Source: an optimization exercise on an open RTL-to-GDS flow (aim: small area, a short achievable clock period and few clock cycles per item). Production flows keep margins and buffers that such runs may drop.
RTL that was checked went through simulation tests only; none was proved equivalent to the original.
Power figures rest on the tool's default switching activity, not on a simulated workload.

==> v31 <==
Design ppm_median_filter, start of the top module:
module ppm_median_filter (
    input  wire         clk,
    input  wire         rst,
    input  wire         in_valid,
    output wire         in_ready,
    input  wire         in_init,
    input  wire [255:0] in_data,
    output reg          out_valid,
    output reg  [255:0] out_data
);
==> module med5, before the edit <==
module med5 (
    input  wire [15:0] h0,
    input  wire [15:0] h1,
    input  wire [15:0] h2,
    input  wire [15:0] h3,
    input  wire [15:0] h4,
    input  wire        lt12, lt13, lt14, lt23, lt24, lt34,
    output wire        lt01, lt02, lt03,
    output wire [15:0] med
);
    function lt16(input [15:0] a, input [15:0] b);
        integer i;
        reg l;
        begin
            l = 1'b0;
            for (i = 0; i < 16; i = i + 1)
                l = (~a[i] & b[i]) | (~a[i] & l) | (b[i] & l);
            lt16 = l;
        end
    endfunction
    assign lt01 = lt16(h0, h1);
    assign lt02 = lt16(h0, h2);
    assign lt03 = lt16(h0, h3);
    wire   lt04 = lt16(h0, h4);
    function [1:0] cnt3(input b0, input b1, input b2);
        cnt3 = {1'b0, b0} + {1'b0, b1} + {1'b0, b2};
    endfunction
    wire [1:0] o1 = cnt3(~lt12, ~lt13, ~lt14);
    wire [1:0] o2 = cnt3( lt12, ~lt23, ~lt24);
    wire [1:0] o3 = cnt3( lt13,  lt23, ~lt34);
    wire [1:0] o4 = cnt3( lt14,  lt24,  lt34);
    wire [4:1] r1 = {o4 == 2'd1, o3 == 2'd1, o2 == 2'd1, o1 == 2'd1};
    wire [4:1] r2 = {o4 == 2'd2, o3 == 2'd2, o2 == 2'd2, o1 == 2'd2};
    wire [4:1] b0 = {lt04, lt03, lt02, lt01};
    wire [4:1] sk = (b0 & r1) | (~b0 & r2);
    wire       s0 = ~|(b0 & r1) & |(b0 & r2);
    assign med = ({16{s0}} & h0) | ({16{sk[1]}} & h1) | ({16{sk[2]}} & h2)
               | ({16{sk[3]}} & h3) | ({16{sk[4]}} & h4);
endmodule
==> module ppm_median_filter, before the edit <==
module ppm_median_filter (
    input  wire         clk,
    input  wire         rst,
    input  wire         in_valid,
    output wire         in_ready,
    input  wire         in_init,
    input  wire [255:0] in_data,
    output reg          out_valid,
    output reg  [255:0] out_data
);
    localparam NCH = 16;
    reg  [255:0] h0, h1, h2, h3, h4;
    reg  [3:0]   fill;           
    reg          ready;
    reg  [15:0]  dflt;           
    reg          got;            
    reg  [NCH-1:0] lt12, lt13, lt14, lt23, lt24, lt34;
    assign in_ready = ready;
    wire busy   = fill[0];
    wire sample = in_valid & ready & ~in_init & ~rst;
    wire init   = in_valid & ready &  in_init & ~rst;
    wire shift  = got | busy;
    always @(posedge clk) begin
        if (rst) begin
            fill  <= 4'b0000;
            ready <= 1'b1;
        end else if (init) begin
            fill  <= 4'b1111;
            ready <= 1'b0;
        end else begin
            fill  <= {1'b0, fill[3:1]};
            ready <= ~fill[2];
        end
    end
    always @(posedge clk)
        if (init)
            dflt <= in_data[15:0];
    always @(posedge clk) begin
        got       <= sample;
        out_valid <= got & ~rst;
    end
    always @(posedge clk)
        h0 <= in_data;
    always @(posedge clk)
        if (shift) begin
            h1 <= busy ? {NCH{dflt}} : h0;
            h2 <= h1;
            h3 <= h2;
            h4 <= h3;
        end
    wire [NCH-1:0] lt01, lt02, lt03;
    wire [255:0]   med;
    genvar gc;
    generate
        for (gc = 0; gc < NCH; gc = gc + 1) begin : ch
            med5 u_med5 (
                .h0(h0[gc*16 +: 16]), .h1(h1[gc*16 +: 16]), .h2(h2[gc*16 +: 16]),
                .h3(h3[gc*16 +: 16]), .h4(h4[gc*16 +: 16]),
                .lt12(lt12[gc]), .lt13(lt13[gc]), .lt14(lt14[gc]),
                .lt23(lt23[gc]), .lt24(lt24[gc]), .lt34(lt34[gc]),
                .lt01(lt01[gc]), .lt02(lt02[gc]), .lt03(lt03[gc]),
                .med(med[gc*16 +: 16])
            );
        end
    endgenerate
    always @(posedge clk)
        if (shift) begin
            lt12 <= busy ? {NCH{1'b0}} : lt01;
            lt13 <= busy ? {NCH{1'b0}} : lt02;
            lt14 <= busy ? {NCH{1'b0}} : lt03;
            lt23 <= busy ? {NCH{1'b0}} : lt12;
            lt24 <= busy ? {NCH{1'b0}} : lt13;
            lt34 <= busy ? {NCH{1'b0}} : lt23;
        end
    always @(posedge clk)
        out_data <= med;
endmodule
export LEC_CHECK = 0
export CAP_MARGIN = 20
export CORE_MARGIN = 2
export CORE_UTILIZATION = 70
export CTS_CLUSTER_DIAMETER = 100
export CTS_CLUSTER_SIZE = 20
export SLEW_MARGIN = 20
create_clock -name core_clock -period 13.5 [get_ports {clk}]
standard.sh (not shown) runs the stock make flow with config.mk's settings and CLKGATE_MAP_FILE= SYNTH_SCRIPT=/design/flow/synth_recipe.tcl, a recipe that flattens the netlist after the stock synthesis.
==> flow/flow/run.sh <==
#!/bin/bash
# The standard layout, with timing repair asked to leave a setup slack of
# flow/setup_margin ns (the clock period less the achieved period), and
# port buffers of the cell named in flow/port_buffer.
set -euo pipefail
SETUP_MARGIN=$(cat flow/setup_margin)
PORT_BUF=$(cat flow/port_buffer)
bash standard.sh synth > synth.log 2>&1
bash standard.sh SETUP_SLACK_MARGIN=$SETUP_MARGIN \
    "BUFFER_PORTS_ARGS=-buffer_cell $PORT_BUF" finish > layout.log 2>&1
==> flow/flow/port_buffer <==
sky130_fd_sc_hd__buf_1
==> flow/flow/setup_margin <==
9.7
==> inputs of v36, as changes to v31 <==
--- a/flow/design.v
+++ b/flow/design.v
@@ -9,12 +9,23 @@
     output wire [15:0] med
 );
     function lt16(input [15:0] a, input [15:0] b);
-        integer i;
-        reg l;
+        reg [3:0] glt, geq;
+        integer g, i;
+        reg l, e;
         begin
-            l = 1'b0;
-            for (i = 0; i < 16; i = i + 1)
-                l = (~a[i] & b[i]) | (~a[i] & l) | (b[i] & l);
+            for (g = 0; g < 4; g = g + 1) begin
+                l = 1'b0;
+                e = 1'b1;
+                for (i = 0; i < 4; i = i + 1) begin
+                    l = (~a[4*g+i] & b[4*g+i]) | (~(a[4*g+i] ^ b[4*g+i]) & l);
+                    e = e & ~(a[4*g+i] ^ b[4*g+i]);
+                end
+                glt[g] = l;
+                geq[g] = e;
+            end
+            l = glt[0];
+            for (g = 1; g < 4; g = g + 1)
+                l = glt[g] | (geq[g] & l);
             lt16 = l;
         end
     endfunction
@@ -22,20 +33,16 @@
     assign lt02 = lt16(h0, h2);
     assign lt03 = lt16(h0, h3);
     wire   lt04 = lt16(h0, h4);
-    function [1:0] cnt3(input b0, input b1, input b2);
-        cnt3 = {1'b0, b0} + {1'b0, b1} + {1'b0, b2};
+    function two4(input b0, input b1, input b2, input b3);
+        two4 = ((b0 ^ b1) & (b2 ^ b3)) | (b0 & b1 & ~b2 & ~b3) | (~b0 & ~b1 & b2 & b3);
     endfunction
-    wire [1:0] o1 = cnt3(~lt12, ~lt13, ~lt14);
-    wire [1:0] o2 = cnt3( lt12, ~lt23, ~lt24);
-    wire [1:0] o3 = cnt3( lt13,  lt23, ~lt34);
-    wire [1:0] o4 = cnt3( lt14,  lt24,  lt34);
-    wire [4:1] r1 = {o4 == 2'd1, o3 == 2'd1, o2 == 2'd1, o1 == 2'd1};
-    wire [4:1] r2 = {o4 == 2'd2, o3 == 2'd2, o2 == 2'd2, o1 == 2'd2};
-    wire [4:1] b0 = {lt04, lt03, lt02, lt01};
-    wire [4:1] sk = (b0 & r1) | (~b0 & r2);
-    wire       s0 = ~|(b0 & r1) & |(b0 & r2);
-    assign med = ({16{s0}} & h0) | ({16{sk[1]}} & h1) | ({16{sk[2]}} & h2)
-               | ({16{sk[3]}} & h3) | ({16{sk[4]}} & h4);
+    wire s0 = two4(~lt01, ~lt02, ~lt03, ~lt04);
+    wire s1 = two4( lt01, ~lt12, ~lt13, ~lt14);
+    wire s2 = two4( lt02,  lt12, ~lt23, ~lt24);
+    wire s3 = two4( lt03,  lt13,  lt23, ~lt34);
+    wire s4 = two4( lt04,  lt14,  lt24,  lt34);
+    assign med = ({16{s0}} & h0) | ({16{s1}} & h1) | ({16{s2}} & h2)
+               | ({16{s3}} & h3) | ({16{s4}} & h4);
 endmodule
 module ppm_median_filter (
     input  wire         clk,
==> flow/flow/port_buffer (replaced) <==
sky130_fd_sc_hd__buf_2
==> flow/flow/setup_margin (replaced) <==
9.6
- CORE_UTILIZATION: 70 -> 40
- CTS_CLUSTER_DIAMETER: 100 -> unset
- CTS_CLUSTER_SIZE: 20 -> unset
==> inputs of v26, as changes to v31 <==
==> flow/design.v (replaced) <==
module med5 (
    input  wire [15:0] a0,
    input  wire [15:0] a1,
    input  wire [15:0] a2,
    input  wire [15:0] a3,
    input  wire [15:0] a4,
    output wire [15:0] med
);
    wire [15:0] s1_0 = (a0 > a1) ? a1 : a0;
    wire [15:0] s1_1 = (a0 > a1) ? a0 : a1;
    wire [15:0] s1_3 = (a3 > a4) ? a4 : a3;
    wire [15:0] s1_4 = (a3 > a4) ? a3 : a4;
    wire [15:0] s1_2 = a2;
    wire [15:0] s2_0 = (s1_0 > s1_3) ? s1_3 : s1_0;
    wire [15:0] s2_3 = (s1_0 > s1_3) ? s1_0 : s1_3;
    wire [15:0] s3_1 = (s1_1 > s1_4) ? s1_4 : s1_1;
    wire [15:0] s3_4 = (s1_1 > s1_4) ? s1_1 : s1_4;
    wire [15:0] s4_1 = (s3_1 > s1_2) ? s1_2 : s3_1;
    wire [15:0] s4_2 = (s3_1 > s1_2) ? s3_1 : s1_2;
    wire [15:0] s5_2 = (s4_2 > s2_3) ? s2_3 : s4_2;
    wire [15:0] s5_3 = (s4_2 > s2_3) ? s4_2 : s2_3;
    wire [15:0] s6_2 = (s4_1 > s5_2) ? s4_1 : s5_2;
    assign med = s6_2;
endmodule
module ppm_median_filter (
    input  wire         clk,
    input  wire         rst,
    input  wire         in_valid,
    output wire         in_ready,
    input  wire         in_init,
    input  wire [255:0] in_data,
    output reg          out_valid,
    output reg  [255:0] out_data
);
    localparam NCH   = 16;
    localparam DEPTH = 5;
    reg  [15:0] hist [0:DEPTH*NCH-1];
    reg  [2:0]  slot;
    assign in_ready = 1'b1;
    wire accept = in_valid & in_ready;
    wire sample = accept & ~in_init;
    always @(posedge clk) begin
        if (rst)
            slot <= 3'd0;
        else if (accept && in_init)
            slot <= 3'd0;
        else if (sample)
            slot <= (slot == DEPTH - 1) ? 3'd0 : slot + 3'd1;
    end
    integer s, c;
    always @(posedge clk) begin
        for (s = 0; s < DEPTH; s = s + 1)
            for (c = 0; c < NCH; c = c + 1)
                if (accept && in_init)
                    hist[s*NCH + c] <= in_data[15:0];
                else if (sample && slot == s)
                    hist[s*NCH + c] <= in_data[c*16 +: 16];
    end
    wire [255:0] med;
    genvar gc;
    generate
        for (gc = 0; gc < NCH; gc = gc + 1) begin : ch
            wire [15:0] w0 = (slot == 3'd0) ? in_data[gc*16 +: 16] : hist[0*NCH + gc];
            wire [15:0] w1 = (slot == 3'd1) ? in_data[gc*16 +: 16] : hist[1*NCH + gc];
            wire [15:0] w2 = (slot == 3'd2) ? in_data[gc*16 +: 16] : hist[2*NCH + gc];
            wire [15:0] w3 = (slot == 3'd3) ? in_data[gc*16 +: 16] : hist[3*NCH + gc];
            wire [15:0] w4 = (slot == 3'd4) ? in_data[gc*16 +: 16] : hist[4*NCH + gc];
            med5 u_med5 (
                .a0 (w0), .a1 (w1), .a2 (w2), .a3 (w3), .a4 (w4),
                .med(med[gc*16 +: 16])
            );
        end
    endgenerate
    always @(posedge clk) begin
        if (rst)
            out_valid <= 1'b0;
        else
            out_valid <= sample;
    end
    always @(posedge clk) begin
        if (sample)
            out_data <= med;
    end
endmodule
==> flow/run.sh (new file) <==
#!/bin/bash
# synth_recipe.tcl (not shown) runs the flow's synth.tcl, then flattens the netlist and writes it again
# the make line also repeats each setting of config.mk as NAME=value (left out here)
make -C /OpenROAD-flow-scripts/flow DESIGN_CONFIG=/design/flow/config.mk WORK_HOME=/design/flow/orfs CLKGATE_MAP_FILE= SYNTH_SCRIPT=/design/flow/synth_recipe.tcl finish
- CORE_UTILIZATION: 70 -> 40
- CTS_CLUSTER_DIAMETER: 100 -> unset
- CTS_CLUSTER_SIZE: 20 -> unset
removed: flow/flow/run.sh
removed: flow/flow/port_buffer
removed: flow/flow/setup_margin
removed: flow/standard.sh
==> inputs of v6, as changes to v31 <==
==> flow/flow/setup_margin (replaced) <==
9.8
- CORE_UTILIZATION: 70 -> 60
==> comparison table <==
metric                                                             v31                      v36                      v26                       v6
Result of the run                              complete, no violations  complete, no violations  complete, no violations  complete, no violations
Clk sink count                                                    1655                     1655                     1540                     1655
Via count of the routed design                                   55700                    54200                   120000                    54500
Wire length on met1                                            79.0 mm                  92.0 mm                   220 mm                  84.6 mm
Non-filler instance count after layout                            8096                     9833                    20900                     8350
Initial cell density of the core                                 70.4%                    40.3%                    40.2%                    60.5%
Routed length per instance                                     25.4 um                  22.4 um                  23.9 um                  24.9 um
Post-synthesis xor/xnor area fraction                               0%                   0.408%                   0.230%                       0%
HPWL after detailed placement                                   134 mm                   148 mm                   378 mm                   137 mm
Count of input and output buffers                                  517                      517                      516                      517
Vertical extent of the die                                      329 um                   450 um                   597 um                   355 um
Reported combinational group power                             3.45 mW                  2.97 mW                  23.6 mW                  3.44 mW
Top-count cell post-synth                                     edfxtp_1                 edfxtp_1                  mux2i_1                 edfxtp_1
End point of the critical path                           out_data[148]            out_data[227]  out_data[107]$_DFFE_PP_              out_data[5]
Count of placed standard cells including taps                     7891                     9435                    20500                     8136
Average size of a mapped cell                                 12.1 um2                 12.5 um2                 10.0 um2                 12.1 um2
Power, Total                                                   13.3 mW                  14.6 mW                  35.9 mW                  13.3 mW
CTS H-Tree Depth                                                     3                        4                        4                        3
Testbench counts of v31, summed over its fixed seeds: cycles 4,136, items 4,096.
Testbench counts of v26, summed over its fixed seeds: cycles 4,104, items 4,096.
Testbench counts of v6, summed over its fixed seeds: cycles 4,136, items 4,096.
Function not checked in v36: the RTL went through the layout flow alone.

-- afterwards: timing with drivers on the ports --
Ports are ideal in the flow. The routed layouts listed here were re-timed in OpenROAD.
Step 1: set_driving_cell puts a clkbuf_16 on clk and a buf_2 on each other input, an assumption about the parent block.
Step 2, shift: input delay + t, output delay - t, t = (earliest + latest rising clock arrival at the registers) / 2. This alone moves slack from input paths to output paths.
Three values: ideal, step 1, step 2; two values: the first two.
run | shift t [ns] | setup WS [ns] | slew at the worst register clock pin (ns)
v31 | 0.789 | 9.576 / 9.499 / 9.643 | 0.10 / 0.10
v36 | 0.922 | 9.406 / 9.322 / 9.391 | 0.07 / 0.07
v26 | 1.009 | 0.467 / 0.478 / -0.531 | 0.07 / 0.07
v6 | 0.775 | 9.572 / 9.499 / 9.692 | 0.09 / 0.09
With both steps, setup timing fails in v26, where it was met with ideal ports. The setup slack of v26, which loses most, moves by +0.011 ns with the drivers and by -0.998 ns with both steps.
